This is an optimization exercise on Yosys and OpenROAD, whose aim is small area, a short achievable clock period and few clock cycles per item, not a production implementation.
Function was checked by simulation only, so behaviour that the tests miss may differ from the original.
Power figures rest on the tool's default switching activity, not on a simulated workload.

==> raven <==
==> flow/design.v <==
module mnet_crc_step (
    input  wire [15:0] crc_in,
    input  wire [7:0]  data,
    output reg  [15:0] crc_out
);
    integer i;
    always @(*) begin
        crc_out = crc_in ^ {data, 8'h00};
        for (i = 0; i < 8; i = i + 1) begin
            if (crc_out[15])
                crc_out = {crc_out[14:0], 1'b0} ^ 16'h1021;
            else
                crc_out = {crc_out[14:0], 1'b0};
        end
    end
endmodule
module mnet_rxv (
    input  wire        clk,
    input  wire        rst,
    input  wire        key_wr,
    input  wire [2:0]  key_len,
    input  wire [47:0] key_data,
    input  wire        line_rx_valid,
    output wire        line_rx_ready,
    input  wire [7:0]  line_rx_data,
    input  wire        rx_obf,
    output wire        resp_valid,
    input  wire        resp_ready,
    output wire [7:0]  resp_data,
    output wire        resp_last
);
    localparam NB = 16;           
    localparam NS = 17;           
    localparam QD = 8;            
    localparam QA = 3;            
    localparam Q_OK  = 2'd0,
               Q_CRC = 2'd1,
               Q_BAD = 2'd2;
    integer k;
    genvar gb;
    reg [47:0] key;
    reg [2:0]  klen;
    always @(posedge clk) begin
        if (rst) begin
            klen <= 3'd0;
        end else if (key_wr && key_len >= 3'd3 && key_len <= 3'd6) begin
            klen <= key_len;
            key  <= key_data;
        end
    end
    reg       rdy_q;
    reg       i_v, s_v;
    reg [7:0] i_d, s_d;
    reg       i_o, s_o;
    reg       i_ff, i_01, i_04, i_00;
    wire      acc = line_rx_valid && rdy_q;
    wire      consume;
    assign line_rx_ready = rdy_q;
    wire [7:0] n_d = s_v ? s_d : line_rx_data;
    wire       n_o = s_v ? s_o : rx_obf;
    always @(posedge clk) begin
        if (rst) begin
            i_v   <= 1'b0;
            s_v   <= 1'b0;
            rdy_q <= 1'b0;
        end else begin
            if (!i_v || consume) begin
                i_d  <= n_d;
                i_o  <= n_o;
                i_ff <= (n_d == 8'hFF);
                i_01 <= (n_d == 8'h01);
                i_04 <= (n_d == 8'h04);
                i_00 <= (n_d == 8'h00);
                i_v  <= s_v || acc;
                s_v  <= s_v && acc;
            end else begin
                if (acc) s_v <= 1'b1;
            end
            if (acc && (s_v || (i_v && !consume))) begin
                s_d <= line_rx_data; s_o <= rx_obf;
            end
            rdy_q <= !((s_v && !(consume || !i_v)) || (acc && i_v && !consume) || (acc && s_v));
        end
    end
    reg [8:0] wc, cm, rc;
    reg [4:0] rdd;                
    reg       at_rc;              
    reg [4:0] ph;                 
    reg       room;               
    function [4:0] inc17(input [4:0] x);
        inc17 = (x == 5'd16) ? 5'd0 : x + 5'd1;
    endfunction
    function [4:0] dec17(input [4:0] x);
        dec17 = (x == 5'd0) ? 5'd16 : x - 5'd1;
    endfunction
    reg [7:0]  wb [0:NB-1];
    reg [4:0]  np;                
    reg [3:0]  wbk;
    reg [NB-1:0] woh;             
    reg [4:0]  dd;
    reg [4:0]  wd, cd;            
    reg        we;                
    reg        npnz, np1;         
    wire [7:0] rout [0:NB-1];     
    wire [7:0] rnext [0:NB-1];    
    reg  [NB-1:0] roh;            
    wire [NB-1:0] woh_n, roh_n;   
    wire [NB-1:0] wcoh;           
    reg  [7:0] wbn, rrn;          
    reg  [7:0] wbd, rring;        
    wire       wb_free;
    wire [7:0] pay_x;
    integer b;
    always @(*) begin
        wbn = 8'h00;
        rrn = 8'h00;
        for (b = 0; b < NB; b = b + 1) begin
            wbn = wbn | (wb[b]    & {8{woh_n[b]}});
            rrn = rrn | (rnext[b] & {8{roh_n[b]}});
        end
    end
    always @(posedge clk) begin
        wbd   <= (wb_free && ((woh_n & wcoh) != {NB{1'b0}})) ? pay_x : wbn;
        rring <= rrn;
    end
    generate
        for (gb = 0; gb < NB; gb = gb + 1) begin : bank
            reg [8*NS-1:0] r;
            always @(posedge clk) begin
                r <= {r[8*NS-9:0], (we && woh[gb]) ? wbd : r[8*NS-1 -: 8]};
            end
            assign rout[gb]  = r[8*NS-1 -: 8];
            assign rnext[gb] = r[8*NS-9 -: 8];
            assign wcoh[gb]  = (wc[3:0] == gb);
        end
    endgenerate
    reg        p_hunt, p_hdr, p_pay, p_crc1, p_crc2, p_term;
    reg        p_body;    
    reg        p_st;      
    reg        esc;
    reg [4:0]  hc;        
    reg [7:0]  rem;       
    reg        rem1;      
    reg [15:0] crc;
    reg        crc0;      
    reg        obf;
    reg [2:0]  ki;
    reg [7:0]  kx;        
    wire [2:0] ki_n = (ki == klen - 3'd1) ? 3'd0 : ki + 3'd1;
    reg  [7:0] key_n;
    always @(*) begin
        case (ki_n)
            3'd0:    key_n = key[7:0];
            3'd1:    key_n = key[15:8];
            3'd2:    key_n = key[23:16];
            3'd3:    key_n = key[31:24];
            3'd4:    key_n = key[39:32];
            default: key_n = key[47:40];
        endcase
    end
    wire [15:0] crc_next;
    mnet_crc_step u_crc (.crc_in(crc), .data(i_d), .crc_out(crc_next));
    reg [1:0]  sq [0:QD-1];
    reg [QA:0] sq_wp, sq_rp;
    reg        sq_full;
    reg        sq_ne;         
    reg  [1:0] sq_head;       
    wire in_body   = p_body;
    wire body_ok   = esc ? i_ff : !i_ff;             
    wire esc_start = in_body && !esc && i_ff;
    wire lone_esc  = in_body && esc && !i_ff;
    wire body_byte = in_body && body_ok;
    wire store     = p_st && body_ok;
    wire start     = p_hunt && i_01;
    wire fr_end    = p_term || lone_esc;
    wire good_end  = p_term && i_04 && crc0;
    wire bad_end   = fr_end && !good_end;
    reg  wb_free_q;       
    assign wb_free = wb_free_q;
    wire can = !((store || start) && !(wb_free && room)) && !(fr_end && sq_full)
               && !(bad_end && npnz);
    assign consume = i_v && can;
    assign pay_x = (obf && p_pay) ? (i_d ^ kx) : i_d;
    wire       wr    = consume && store;
    wire [1:0] st_code = good_end ? Q_OK : (p_term && i_04) ? Q_CRC : Q_BAD;
    always @(posedge clk) begin
        if (rst) begin
            p_hunt <= 1'b1;
            p_hdr  <= 1'b0;
            p_pay  <= 1'b0;
            p_crc1 <= 1'b0;
            p_crc2 <= 1'b0;
            p_term <= 1'b0;
            p_body <= 1'b0;
            p_st   <= 1'b0;
            esc    <= 1'b0;
            sq_wp  <= {(QA+1){1'b0}};
        end else if (consume) begin
            if (p_hunt && i_01) begin
                p_hunt <= 1'b0;
                p_hdr  <= 1'b1;
                p_body <= 1'b1;
                p_st   <= 1'b1;
                esc    <= 1'b0;
                hc     <= 5'b00001;
                crc    <= 16'h0000;
                crc0   <= 1'b1;
                obf    <= i_o && (klen != 3'd0);
                ki     <= 3'd0;
                kx     <= key[7:0];
            end
            if (p_term || lone_esc) begin
                p_term <= 1'b0;
                p_hdr  <= 1'b0;
                p_pay  <= 1'b0;
                p_crc1 <= 1'b0;
                p_crc2 <= 1'b0;
                p_body <= 1'b0;
                p_st   <= 1'b0;
                p_hunt <= 1'b1;
            end
            if (esc_start) esc <= 1'b1;
            if (body_byte) begin
                esc <= 1'b0;
                crc <= crc_next;
                crc0 <= (crc_next == 16'h0000);
                if (p_hdr) begin
                    hc <= {hc[3:0], 1'b0};
                    if (hc[4]) begin
                        rem    <= i_d;
                        rem1   <= (i_d == 8'h01);
                        p_hdr  <= 1'b0;
                        p_pay  <= !i_00;
                        p_crc1 <= i_00;
                        p_st   <= !i_00;
                    end
                end
                if (p_pay) begin
                    rem  <= rem - 8'd1;
                    rem1 <= (rem == 8'd2);
                    ki   <= ki_n;
                    kx   <= key_n ^ i_d;
                    if (rem1) begin
                        p_pay  <= 1'b0;
                        p_crc1 <= 1'b1;
                        p_st   <= 1'b0;
                    end
                end
                if (p_crc1) begin
                    p_crc1 <= 1'b0;
                    p_crc2 <= 1'b1;
                end
                if (p_crc2) begin
                    p_crc2 <= 1'b0;
                    p_term <= 1'b1;
                    p_body <= 1'b0;
                end
            end
            if (fr_end) begin
                sq_wp <= sq_wp + 1'b1;
            end
        end
    end
    wire       sq_push = consume && fr_end;
    wire       sq_pop;
    wire [QA:0] sq_wp1 = sq_wp + 1'b1;
    wire [QA:0] sq_rpn = sq_rp + sq_pop;
    wire        sqf_p  = (sq_wp1[QA] != sq_rpn[QA]) && (sq_wp1[QA-1:0] == sq_rpn[QA-1:0]);
    wire        sqf_n  = (sq_wp[QA] != sq_rpn[QA]) && (sq_wp[QA-1:0] == sq_rpn[QA-1:0]);
    always @(posedge clk) begin
        if (rst) sq_full <= 1'b0;
        else     sq_full <= sq_push ? sqf_p : sqf_n;
    end
    always @(posedge clk) begin
        if (!sq_full) sq[sq_wp[QA-1:0]] <= st_code;
    end
    always @(posedge clk) begin
        if (rst) sq_ne <= 1'b0;
        else     sq_ne <= sq_push || (sq_wp != sq_rpn);
        sq_head <= (sq_rpn == sq_wp) ? st_code : sq[sq_rpn[QA-1:0]];
    end
    wire       inc  = consume && (store || start);
    wire [4:0] np_k = np - {4'd0, we};
    always @(posedge clk) begin
        if (rst)      wb_free_q <= 1'b1;
        else if (inc) wb_free_q <= (np_k < 5'd15);
        else          wb_free_q <= (np_k < 5'd16);
    end
    assign woh_n = rst ? {{(NB-1){1'b0}}, 1'b1}
                 : (consume && bad_end) ? ({{(NB-1){1'b0}}, 1'b1} << cm[3:0])
                 : we ? {woh[NB-2:0], woh[NB-1]} : woh;
    always @(posedge clk) woh <= woh_n;
    always @(posedge clk) begin
        if (rst) begin
            wc   <= 9'd0;
            cm   <= 9'd0;
            ph   <= 5'd0;
            np   <= 5'd0;
            npnz <= 1'b0;
            np1  <= 1'b0;
            we   <= 1'b0;
            wbk  <= 4'd0;
            dd   <= 5'd0;
            wd   <= 5'd0;
            cd   <= 5'd0;
            room <= 1'b0;
        end else begin
            ph   <= inc17(ph);
            room <= ((wc - rc) < 9'd270);
            np   <= inc ? np_k + 5'd1 : np_k;
            npnz <= inc ? 1'b1 : (np_k != 5'd0);
            np1  <= inc ? (np_k == 5'd0) : (np_k == 5'd1);
            we   <= we ? (inc || !np1) : ((dd == 5'd1) && (inc || npnz));
            if (we) begin
                wbk <= wbk + 4'd1;
            end
            else    dd  <= dec17(dd);
            cd <= dec17(cd);
            if (wb_free) wb[wc[3:0]] <= pay_x;
            if (inc) begin
                wc <= wc + 9'd1;
            end else begin
                wd <= dec17(wd);
            end
            if (consume && good_end) begin
                cm <= wc;
                cd <= dec17(wd);
            end
            if (consume && bad_end) begin
                wc  <= cm;
                wd  <= dec17(cd);
                wbk <= cm[3:0];
                dd  <= dec17(cd);
            end
        end
    end
    localparam R_IDLE = 1'b0, R_DATA = 1'b1;
    reg         rs;
    reg [2:0]   rhc;        
    reg [7:0]   rrem;       
    reg         rrem1;      
    reg         space;      
    reg         len_end;    
    wire        byp   = we && (wbk == rc[3:0]);
    wire [7:0]  rbyte = byp ? wbd : rring;
    wire        rzero = (rbyte == 8'h00);
    reg       o_v, o_l, k_v, k_l;
    reg [7:0] o_d, k_d;
    assign resp_valid = o_v;
    assign resp_data  = o_d;
    assign resp_last  = o_l;
    wire       r_stat  = ((rs == R_IDLE) || len_end) && sq_ne && space;
    assign roh_n = rst ? {{(NB-1){1'b0}}, 1'b1}
                 : (r_data || (r_stat && sq_head == Q_OK)) ? {roh[NB-2:0], roh[NB-1]} : roh;
    always @(posedge clk) roh <= roh_n;
    wire       r_data  = (rs == R_DATA) && at_rc && space && !len_end;
    assign     sq_pop  = r_stat;
    wire       d_last  = (rhc == 3'd4) ? rzero : (rhc == 3'd5) && rrem1;
    always @(posedge clk) begin
        if (rst) begin
            rs      <= R_IDLE;
            sq_rp   <= {(QA+1){1'b0}};
            rc      <= 9'd0;
            rdd     <= 5'd0;
            at_rc   <= 1'b1;
            len_end <= 1'b0;
        end else begin
            len_end <= r_data && (rhc == 3'd4) && rzero;
            if (!(r_data || (r_stat && sq_head == Q_OK))) begin
                rdd   <= dec17(rdd);
                at_rc <= (rdd == 5'd1);
            end
            if (len_end) rs <= R_IDLE;
            if (r_stat) begin
                sq_rp <= sq_rp + 1'b1;
                rhc   <= 3'd0;
                if (sq_head == Q_OK) begin
                    rs  <= R_DATA;
                    rc  <= rc + 9'd1;
                end
            end
            if (r_data) begin
                rc  <= rc + 9'd1;
                if (rhc != 3'd5) rhc <= rhc + 3'd1;
                if (rhc == 3'd4) begin
                    rrem  <= rbyte;
                    rrem1 <= (rbyte == 8'h01);
                end else begin
                    rrem  <= rrem - 8'd1;
                    rrem1 <= (rrem == 8'd2);
                end
                if (rhc == 3'd5 && rrem1) rs <= R_IDLE;
            end
        end
    end
    wire       q_v = r_stat || r_data;
    wire [7:0] q_d = r_stat ? ((sq_head == Q_OK) ? 8'h00 : (sq_head == Q_CRC) ? 8'h03 : 8'h02)
                           : rbyte;
    wire       q_l = r_stat ? (sq_head != Q_OK) : d_last;
    wire       drain = o_v && resp_ready;
    wire       s0v = drain ? k_v : o_v;
    wire       s1v = drain ? 1'b0 : k_v;
    wire [7:0] s0d = drain ? k_d : o_d;
    wire       s0l = drain ? k_l : o_l;
    wire       nq_o = s0v || q_v;
    wire       n_k = s1v || (s0v && q_v);
    always @(posedge clk) begin
        if (rst) begin
            o_v   <= 1'b0;
            k_v   <= 1'b0;
            space <= 1'b0;
        end else begin
            o_v <= nq_o;
            k_v <= n_k;
            if (s0v)      begin o_d <= s0d; o_l <= s0l; end
            else if (q_v) begin o_d <= q_d; o_l <= q_l; end
            if (!s1v && q_v) begin k_d <= q_d; k_l <= q_l; end
            space <= drain ? !(k_v && q_v) : !(k_v || (o_v && q_v));
        end
    end
endmodule
==> flow/run.sh <==
#!/bin/bash
# synth_recipe.tcl (not shown) runs the flow's synth.tcl, then flattens the netlist and writes it again
# the make line also repeats each setting of config.mk as NAME=value (left out here)
make -C /OpenROAD-flow-scripts/flow DESIGN_CONFIG=/design/flow/config.mk WORK_HOME=/design/flow/orfs CLKGATE_MAP_FILE= SYNTH_SCRIPT=/design/flow/synth_recipe.tcl finish
==> flow/config.mk <==
export PLATFORM = sky130hd
export DESIGN_NAME = mnet_rxv
export DESIGN_NICKNAME = mnet_rxv
export VERILOG_FILES = /design/flow/design.v
export SDC_FILE = /design/flow/constraint.sdc
export NUM_CORES = 4
export LEC_CHECK = 0
export ABC_CLOCK_PERIOD_IN_PS = 2400
export CAP_MARGIN = 20
export CORE_MARGIN = 2
export CORE_UTILIZATION = 65
export CTS_CLUSTER_DIAMETER = 100
export CTS_CLUSTER_SIZE = 30
export SETUP_SLACK_MARGIN = 2.7
export SLEW_MARGIN = 20
==> flow/constraint.sdc <==
create_clock -name core_clock -period 5.0 [get_ports {clk}]
set_input_delay 1.0000 -clock core_clock [delete_from_list [all_inputs] [get_ports {clk}]]
set_output_delay 1.0000 -clock core_clock [all_outputs]
set_load 0.01 [all_outputs]
==> willow (differences from raven) <==
--- a/flow/design.v
+++ b/flow/design.v
@@ -102,36 +102,24 @@
     reg        we;                
     reg        npnz, np1;         
     wire [7:0] rout [0:NB-1];     
-    wire [7:0] rnext [0:NB-1];    
     reg  [NB-1:0] roh;            
-    wire [NB-1:0] woh_n, roh_n;   
-    wire [NB-1:0] wcoh;           
-    reg  [7:0] wbn, rrn;          
-    reg  [7:0] wbd, rring;        
-    wire       wb_free;
-    wire [7:0] pay_x;
+    reg  [7:0] wbd, rring;
     integer b;
     always @(*) begin
-        wbn = 8'h00;
-        rrn = 8'h00;
+        wbd   = 8'h00;
+        rring = 8'h00;
         for (b = 0; b < NB; b = b + 1) begin
-            wbn = wbn | (wb[b]    & {8{woh_n[b]}});
-            rrn = rrn | (rnext[b] & {8{roh_n[b]}});
+            wbd   = wbd   | (wb[b]   & {8{woh[b]}});
+            rring = rring | (rout[b] & {8{roh[b]}});
         end
     end
-    always @(posedge clk) begin
-        wbd   <= (wb_free && ((woh_n & wcoh) != {NB{1'b0}})) ? pay_x : wbn;
-        rring <= rrn;
-    end
     generate
         for (gb = 0; gb < NB; gb = gb + 1) begin : bank
             reg [8*NS-1:0] r;
             always @(posedge clk) begin
                 r <= {r[8*NS-9:0], (we && woh[gb]) ? wbd : r[8*NS-1 -: 8]};
             end
-            assign rout[gb]  = r[8*NS-1 -: 8];
-            assign rnext[gb] = r[8*NS-9 -: 8];
-            assign wcoh[gb]  = (wc[3:0] == gb);
+            assign rout[gb] = r[8*NS-1 -: 8];
         end
     endgenerate
     reg        p_hunt, p_hdr, p_pay, p_crc1, p_crc2, p_term;
@@ -163,8 +151,7 @@
     reg [1:0]  sq [0:QD-1];
     reg [QA:0] sq_wp, sq_rp;
     reg        sq_full;
-    reg        sq_ne;         
-    reg  [1:0] sq_head;       
+    wire       sq_empty = (sq_wp == sq_rp);
     wire in_body   = p_body;
     wire body_ok   = esc ? i_ff : !i_ff;             
     wire esc_start = in_body && !esc && i_ff;
@@ -175,12 +162,11 @@
     wire fr_end    = p_term || lone_esc;
     wire good_end  = p_term && i_04 && crc0;
     wire bad_end   = fr_end && !good_end;
-    reg  wb_free_q;       
-    assign wb_free = wb_free_q;
+    reg  wb_free;         
     wire can = !((store || start) && !(wb_free && room)) && !(fr_end && sq_full)
                && !(bad_end && npnz);
     assign consume = i_v && can;
-    assign pay_x = (obf && p_pay) ? (i_d ^ kx) : i_d;
+    wire [7:0] pay_x = (obf && p_pay) ? (i_d ^ kx) : i_d;
     wire       wr    = consume && store;
     wire [1:0] st_code = good_end ? Q_OK : (p_term && i_04) ? Q_CRC : Q_BAD;
     always @(posedge clk) begin
@@ -257,6 +243,7 @@
                 end
             end
             if (fr_end) begin
+                sq[sq_wp[QA-1:0]] <= st_code;
                 sq_wp <= sq_wp + 1'b1;
             end
         end
@@ -271,25 +258,13 @@
         if (rst) sq_full <= 1'b0;
         else     sq_full <= sq_push ? sqf_p : sqf_n;
     end
-    always @(posedge clk) begin
-        if (!sq_full) sq[sq_wp[QA-1:0]] <= st_code;
-    end
-    always @(posedge clk) begin
-        if (rst) sq_ne <= 1'b0;
-        else     sq_ne <= sq_push || (sq_wp != sq_rpn);
-        sq_head <= (sq_rpn == sq_wp) ? st_code : sq[sq_rpn[QA-1:0]];
-    end
     wire       inc  = consume && (store || start);
     wire [4:0] np_k = np - {4'd0, we};
     always @(posedge clk) begin
-        if (rst)      wb_free_q <= 1'b1;
-        else if (inc) wb_free_q <= (np_k < 5'd15);
-        else          wb_free_q <= (np_k < 5'd16);
+        if (rst)      wb_free <= 1'b1;
+        else if (inc) wb_free <= (np_k < 5'd15);
+        else          wb_free <= (np_k < 5'd16);
     end
-    assign woh_n = rst ? {{(NB-1){1'b0}}, 1'b1}
-                 : (consume && bad_end) ? ({{(NB-1){1'b0}}, 1'b1} << cm[3:0])
-                 : we ? {woh[NB-2:0], woh[NB-1]} : woh;
-    always @(posedge clk) woh <= woh_n;
     always @(posedge clk) begin
         if (rst) begin
             wc   <= 9'd0;
@@ -300,6 +275,7 @@
             np1  <= 1'b0;
             we   <= 1'b0;
             wbk  <= 4'd0;
+            woh  <= {{(NB-1){1'b0}}, 1'b1};
             dd   <= 5'd0;
             wd   <= 5'd0;
             cd   <= 5'd0;
@@ -307,12 +283,13 @@
         end else begin
             ph   <= inc17(ph);
             room <= ((wc - rc) < 9'd270);
-            np   <= inc ? np_k + 5'd1 : np_k;
+            np   <= np_k + {4'd0, inc};
             npnz <= inc ? 1'b1 : (np_k != 5'd0);
             np1  <= inc ? (np_k == 5'd0) : (np_k == 5'd1);
             we   <= we ? (inc || !np1) : ((dd == 5'd1) && (inc || npnz));
             if (we) begin
                 wbk <= wbk + 4'd1;
+                woh <= {woh[NB-2:0], woh[NB-1]};
             end
             else    dd  <= dec17(dd);
             cd <= dec17(cd);
@@ -330,6 +307,7 @@
                 wc  <= cm;
                 wd  <= dec17(cd);
                 wbk <= cm[3:0];
+                woh <= {{(NB-1){1'b0}}, 1'b1} << cm[3:0];
                 dd  <= dec17(cd);
             end
         end
@@ -349,10 +327,8 @@
     assign resp_valid = o_v;
     assign resp_data  = o_d;
     assign resp_last  = o_l;
-    wire       r_stat  = ((rs == R_IDLE) || len_end) && sq_ne && space;
-    assign roh_n = rst ? {{(NB-1){1'b0}}, 1'b1}
-                 : (r_data || (r_stat && sq_head == Q_OK)) ? {roh[NB-2:0], roh[NB-1]} : roh;
-    always @(posedge clk) roh <= roh_n;
+    wire [1:0] sq_head = sq[sq_rp[QA-1:0]];
+    wire       r_stat  = ((rs == R_IDLE) || len_end) && !sq_empty && space;
     wire       r_data  = (rs == R_DATA) && at_rc && space && !len_end;
     assign     sq_pop  = r_stat;
     wire       d_last  = (rhc == 3'd4) ? rzero : (rhc == 3'd5) && rrem1;
@@ -363,6 +339,7 @@
             rc      <= 9'd0;
             rdd     <= 5'd0;
             at_rc   <= 1'b1;
+            roh     <= {{(NB-1){1'b0}}, 1'b1};
             len_end <= 1'b0;
         end else begin
             len_end <= r_data && (rhc == 3'd4) && rzero;
@@ -377,10 +354,12 @@
                 if (sq_head == Q_OK) begin
                     rs  <= R_DATA;
                     rc  <= rc + 9'd1;
+                    roh <= {roh[NB-2:0], roh[NB-1]};
                 end
             end
             if (r_data) begin
                 rc  <= rc + 9'd1;
+                roh <= {roh[NB-2:0], roh[NB-1]};
                 if (rhc != 3'd5) rhc <= rhc + 3'd1;
                 if (rhc == 3'd4) begin
                     rrem  <= rbyte;
Settings changed: CTS_CLUSTER_DIAMETER 100 to 95, CTS_CLUSTER_SIZE 30 to 28.
==> cedar (differences from raven) <==
--- a/flow/design.v
+++ b/flow/design.v
@@ -102,36 +102,24 @@
     reg        we;                
     reg        npnz, np1;         
     wire [7:0] rout [0:NB-1];     
-    wire [7:0] rnext [0:NB-1];    
     reg  [NB-1:0] roh;            
-    wire [NB-1:0] woh_n, roh_n;   
-    wire [NB-1:0] wcoh;           
-    reg  [7:0] wbn, rrn;          
-    reg  [7:0] wbd, rring;        
-    wire       wb_free;
-    wire [7:0] pay_x;
+    reg  [7:0] wbd, rring;
     integer b;
     always @(*) begin
-        wbn = 8'h00;
-        rrn = 8'h00;
+        wbd   = 8'h00;
+        rring = 8'h00;
         for (b = 0; b < NB; b = b + 1) begin
-            wbn = wbn | (wb[b]    & {8{woh_n[b]}});
-            rrn = rrn | (rnext[b] & {8{roh_n[b]}});
+            wbd   = wbd   | (wb[b]   & {8{woh[b]}});
+            rring = rring | (rout[b] & {8{roh[b]}});
         end
     end
-    always @(posedge clk) begin
-        wbd   <= (wb_free && ((woh_n & wcoh) != {NB{1'b0}})) ? pay_x : wbn;
-        rring <= rrn;
-    end
     generate
         for (gb = 0; gb < NB; gb = gb + 1) begin : bank
             reg [8*NS-1:0] r;
             always @(posedge clk) begin
                 r <= {r[8*NS-9:0], (we && woh[gb]) ? wbd : r[8*NS-1 -: 8]};
             end
-            assign rout[gb]  = r[8*NS-1 -: 8];
-            assign rnext[gb] = r[8*NS-9 -: 8];
-            assign wcoh[gb]  = (wc[3:0] == gb);
+            assign rout[gb] = r[8*NS-1 -: 8];
         end
     endgenerate
     reg        p_hunt, p_hdr, p_pay, p_crc1, p_crc2, p_term;
@@ -175,12 +163,11 @@
     wire fr_end    = p_term || lone_esc;
     wire good_end  = p_term && i_04 && crc0;
     wire bad_end   = fr_end && !good_end;
-    reg  wb_free_q;       
-    assign wb_free = wb_free_q;
+    reg  wb_free;         
     wire can = !((store || start) && !(wb_free && room)) && !(fr_end && sq_full)
                && !(bad_end && npnz);
     assign consume = i_v && can;
-    assign pay_x = (obf && p_pay) ? (i_d ^ kx) : i_d;
+    wire [7:0] pay_x = (obf && p_pay) ? (i_d ^ kx) : i_d;
     wire       wr    = consume && store;
     wire [1:0] st_code = good_end ? Q_OK : (p_term && i_04) ? Q_CRC : Q_BAD;
     always @(posedge clk) begin
@@ -282,14 +269,10 @@
     wire       inc  = consume && (store || start);
     wire [4:0] np_k = np - {4'd0, we};
     always @(posedge clk) begin
-        if (rst)      wb_free_q <= 1'b1;
-        else if (inc) wb_free_q <= (np_k < 5'd15);
-        else          wb_free_q <= (np_k < 5'd16);
+        if (rst)      wb_free <= 1'b1;
+        else if (inc) wb_free <= (np_k < 5'd15);
+        else          wb_free <= (np_k < 5'd16);
     end
-    assign woh_n = rst ? {{(NB-1){1'b0}}, 1'b1}
-                 : (consume && bad_end) ? ({{(NB-1){1'b0}}, 1'b1} << cm[3:0])
-                 : we ? {woh[NB-2:0], woh[NB-1]} : woh;
-    always @(posedge clk) woh <= woh_n;
     always @(posedge clk) begin
         if (rst) begin
             wc   <= 9'd0;
@@ -300,6 +283,7 @@
             np1  <= 1'b0;
             we   <= 1'b0;
             wbk  <= 4'd0;
+            woh  <= {{(NB-1){1'b0}}, 1'b1};
             dd   <= 5'd0;
             wd   <= 5'd0;
             cd   <= 5'd0;
@@ -313,6 +297,7 @@
             we   <= we ? (inc || !np1) : ((dd == 5'd1) && (inc || npnz));
             if (we) begin
                 wbk <= wbk + 4'd1;
+                woh <= {woh[NB-2:0], woh[NB-1]};
             end
             else    dd  <= dec17(dd);
             cd <= dec17(cd);
@@ -330,6 +315,7 @@
                 wc  <= cm;
                 wd  <= dec17(cd);
                 wbk <= cm[3:0];
+                woh <= {{(NB-1){1'b0}}, 1'b1} << cm[3:0];
                 dd  <= dec17(cd);
             end
         end
@@ -350,9 +336,6 @@
     assign resp_data  = o_d;
     assign resp_last  = o_l;
     wire       r_stat  = ((rs == R_IDLE) || len_end) && sq_ne && space;
-    assign roh_n = rst ? {{(NB-1){1'b0}}, 1'b1}
-                 : (r_data || (r_stat && sq_head == Q_OK)) ? {roh[NB-2:0], roh[NB-1]} : roh;
-    always @(posedge clk) roh <= roh_n;
     wire       r_data  = (rs == R_DATA) && at_rc && space && !len_end;
     assign     sq_pop  = r_stat;
     wire       d_last  = (rhc == 3'd4) ? rzero : (rhc == 3'd5) && rrem1;
@@ -363,6 +346,7 @@
             rc      <= 9'd0;
             rdd     <= 5'd0;
             at_rc   <= 1'b1;
+            roh     <= {{(NB-1){1'b0}}, 1'b1};
             len_end <= 1'b0;
         end else begin
             len_end <= r_data && (rhc == 3'd4) && rzero;
@@ -377,10 +361,12 @@
                 if (sq_head == Q_OK) begin
                     rs  <= R_DATA;
                     rc  <= rc + 9'd1;
+                    roh <= {roh[NB-2:0], roh[NB-1]};
                 end
             end
             if (r_data) begin
                 rc  <= rc + 9'd1;
+                roh <= {roh[NB-2:0], roh[NB-1]};
                 if (rhc != 3'd5) rhc <= rhc + 3'd1;
                 if (rhc == 3'd4) begin
                     rrem  <= rbyte;
Settings changed: CORE_UTILIZATION 65 to 70, CTS_CLUSTER_DIAMETER 100 to 90, CTS_CLUSTER_SIZE 30 to 26.
==> run notes <==
The highest worst setup slack belongs to willow, the lowest to raven.
The lowest wire length belongs to willow, the highest to cedar.
The highest non-clock buffer count belongs to raven, the lowest to cedar.
cedar finished with timing, DRC and antenna clean. willow went through all stages and came out clean. raven completed without violations.
Via count, highest first: cedar, raven, willow.
The lowest total power belongs to raven, the highest to willow.
Between cedar and willow, the lower fmax is in cedar (gap about 5%, measured against willow).
The lowest design area belongs to cedar, the highest to raven.
The highest die area belongs to raven, the lowest to cedar.
Hold slack, lowest first: cedar, willow, raven.
The lowest area after synthesis belongs to willow, the highest to raven.
Testbench counts of raven, summed over its fixed seeds: cycles 16,123, items 192.
Testbench counts of willow, summed over its fixed seeds: cycles 16,123, items 192.
Testbench counts of cedar, summed over its fixed seeds: cycles 16,123, items 192.

## separate check: timing with driven ports
The results above use ideal ports. As a check the final layouts listed here were re-extracted and re-timed, cells and wires unchanged. Step 1 (the two cells are an assumption about what drives the block):
set clk [get_ports {clk}]
set_driving_cell -lib_cell sky130_fd_sc_hd__clkbuf_16 $clk
set_driving_cell -lib_cell sky130_fd_sc_hd__buf_2 [delete_from_list [all_inputs] $clk]
Step 2 adds t to the input delays and takes it off the output delays; t is the mean of the earliest and latest rising clock arrival at the registers after step 1. Input paths then give back, and output paths get back, about the clock's delay inside the block. Slacks: ideal / step 1 / step 2; pairs: ideal / step 1.
run	shift t [ns]	setup slack, ns	hold slack, ns	latest minus earliest clock arrival (ns)
raven	0.778	2.356 / 2.328 / 1.550	0.322 / 0.322 / 0.322	0.033 / 0.033
willow	0.780	2.657 / 2.657 / 2.137	0.316 / 0.316 / 0.316	0.037 / 0.037
cedar	0.805	2.537 / 2.462 / 1.993	0.299 / 0.299 / 0.299	0.045 / 0.045
After both steps every run listed still meets setup and hold. For raven, which loses most, drivers alone change the setup slack by -0.028 ns; drivers and shift together by -0.806 ns.
